This is an optimization exercise on Yosys and OpenROAD, whose aim is small area and a short achievable clock period, not a production implementation. In this exercise RTL edits were held to simulation tests only and were not proved equivalent to the original. Power figures rest on the tool's default switching activity, not on a simulated workload.

== 08-15 ==
Design cpu_core, start of the top module:
module cpu_core #(
    parameter MAX_CYCLES = 1000,
    parameter CW         = 10           
) (
    input  wire          clk,
    input  wire          rst,           
    input  wire          cfg_fwd_en,    
    input  wire          cfg_cache_en,  
    output wire [7:0]    if_addr,
    input  wire [15:0]   if_rdata,
    output wire [7:0]    d_addr,
    input  wire [7:0]    d_rdata,
    output wire [7:0]    d_wdata,
    output wire          d_we,
    input  wire [3:0]    dbg_sel,
    output wire [7:0]    dbg_x,
    output reg  [8:0]    pc,
    output reg           halted,
    output wire          terminated,
    output reg  [1:0]    fault,         
    output reg           flag_z,
    output reg           flag_c,
    output reg  [7:0]    mar,
    output reg  [7:0]    mdr,
    output reg           stalled,
    output reg           flushed,
    output reg           fwd_active,
    output reg  [3:0]    fwd_reg,
    output wire [7:0]    fwd_value,
    output reg           r0_write_ignored,
    output reg  [CW-1:0] cnt_cycles,
    output reg  [CW-1:0] cnt_instructions,
    output wire [CW-1:0] cnt_hazard_stalls,
    output wire [CW-1:0] cnt_cache_stall_cycles,
    output reg  [CW-1:0] cnt_flushes,
    output reg  [CW-1:0] cnt_forwards,
    output reg  [CW-1:0] cnt_cache_hits,
    output wire [CW-1:0] cnt_cache_misses
);
For scale: ~190 I/O pins, about 16000 um2 of cells after synthesis.
export LEC_CHECK = 0
export ABC_AREA = 0
export CAP_MARGIN = 20
export CORE_MARGIN = 2
export CORE_UTILIZATION = 60
export CTS_BUF_LIST = sky130_fd_sc_hd__clkbuf_8
export CTS_CLUSTER_DIAMETER = 50
export CTS_CLUSTER_SIZE = 16
export SLEW_MARGIN = 20
create_clock -name core_clock -period 13.0 [get_ports {clk}]
standard.sh (not shown) runs the stock make flow with config.mk's settings and CLKGATE_MAP_FILE= SYNTH_SCRIPT=/design/flow/synth_recipe.tcl, a recipe that flattens the netlist after the stock synthesis.
==> flow/flow/run.sh <==
#!/bin/bash
# Standard ORFS layout (the standard.sh, unchanged synthesis, floorplan,
# power grid and tap cells) with three settings passed to make:
#  - port buffers are buf_1 cells instead of the default choice,
#  - repair_timing aims for extra setup slack so the design is sized for a
#    shorter period than the 13 ns it is signed off at,
#  - smaller clock-tree buffers.
set -euo pipefail
MARGIN=$(cat flow/margin.txt)
bash standard.sh \
  "BUFFER_PORTS_ARGS=-buffer_cell sky130_fd_sc_hd__buf_1" \
  "SETUP_SLACK_MARGIN=${MARGIN}" \
  finish > flow_orfs.log 2>&1
==> flow/flow/margin.txt <==
6.6
What 12-05 does differently from 08-15 at the input level:
Settings: ABC_AREA changed from 0 to 1.
==> flow/flow/margin.txt <==
6.3
Notes after the runs:
12-05 was carried through to the last stage, and its layout satisfied the timing, design-rule and antenna checks. Re area added between synthesis and finish: 08-15 was higher than 12-05. 12-05 reports its most area-hungry cell class in the final design as registers while 08-15 reports multi-input gates. 12-05 vs. 08-15: number of detailed-routing iterations run before antenna repair went up by 1. Comparing number of buffers outside the clock class in the layout for 08-15 and 12-05, the smaller number came from 12-05. A most common cell after layout, fill and taps aside of sky130_fd_sc_hd__edfxtp_1 is what 08-15 shows, while sky130_fd_sc_hd__nand2_1 belongs to 12-05. When 12-05 is measured against 08-15, its fill cell total of the finished layout turns out 84 higher. Cell area | 12-05 vs 08-15 | 12-05 smaller. Side by side, critical path depth turned out higher in 12-05 than in 08-15.

========
cpu_core again, from the RTL that the note above started with.
==> flow/config.mk <==
export PLATFORM = sky130hd
export DESIGN_NAME = cpu_core
export DESIGN_NICKNAME = cpu_core
export VERILOG_FILES = /design/flow/design.v
export SDC_FILE = /design/flow/constraint.sdc
export NUM_CORES = 4
export LEC_CHECK = 0
export ABC_AREA = 1
export CAP_MARGIN = 20
export CORE_MARGIN = 2
export CORE_UTILIZATION = 60
export CTS_BUF_LIST = sky130_fd_sc_hd__clkbuf_4
export CTS_CLUSTER_DIAMETER = 35
export CTS_CLUSTER_SIZE = 10
export SLEW_MARGIN = 20
==> flow/constraint.sdc <==
create_clock -name core_clock -period 13.0 [get_ports {clk}]
set_input_delay 2.6000 -clock core_clock [delete_from_list [all_inputs] [get_ports {clk}]]
set_output_delay 2.6000 -clock core_clock [all_outputs]
set_load 0.01 [all_outputs]
==> flow/flow/margin.txt <==
6.3
Scripts as last shown in full above: flow/flow/run.sh
The baseline completed with no timing, DRC or antenna violations.
Then changed:
==> flow/flow/margin.txt (replaced) <==
6.0
- CTS_BUF_LIST: sky130_fd_sc_hd__clkbuf_4 -> sky130_fd_sc_hd__clkbuf_8
- CTS_CLUSTER_DIAMETER: 35 -> 50
- CTS_CLUSTER_SIZE: 10 -> 16
After rerunning: The changed run produced a clean layout. First-iteration DRC count is lower by 1.6%. Routed wire length is lower by 1.2%. Design area is lower by 2.1%. Clock power is lower by 6.2%. Power is lower by 1.0%. Via count is lower by 1.8%.
Then changed:
==> flow/flow/margin.txt (replaced) <==
6.6
- CORE_UTILIZATION: 60 -> 70
The new run passed the timing, design-rule and antenna checks.
Combinational power grows by about 8%.
Sequential share of layout area went down by 1.9 points.
Area after synthesis does not change.
Via count grows by about 11%.

-- afterwards: timing with drivers on the ports --
In the flow no input, the clock included, has a driving cell. The finished layouts below were timed again as built, in two steps.
Step 1 sets driving cells, clkbuf_16 on the clock port and buf_2 on the other inputs (assumed; they add their load-dependent delay and slew).
Step 2, shift: input delay + t, output delay - t, t = (earliest + latest rising clock arrival at the registers) / 2. This alone moves slack from input paths to output paths.
Three values: no drivers, after step 1, after step 2; two values: the first two.
run | t, ns | setup slack, ns | latest minus earliest clock arrival (ns)
08-15 | 0.654 | 6.274 / 6.230 / 6.230 | 0.036 / 0.036
12-05 | 0.652 | 6.302 / 6.221 / 6.221 | 0.036 / 0.036
the first run of note 2 | 0.742 | 6.330 / 6.301 / 6.301 | 0.063 / 0.064
the second run of note 2 | 0.651 | 6.073 / 6.041 / 6.041 | 0.031 / 0.031
the third run of note 2 | 0.665 | 6.357 / 6.310 / 6.310 | 0.037 / 0.037
After both steps setup and hold are still met in every run listed. For 12-05, which loses most, drivers alone change the setup slack by -0.081 ns; drivers and shift together by -0.081 ns.
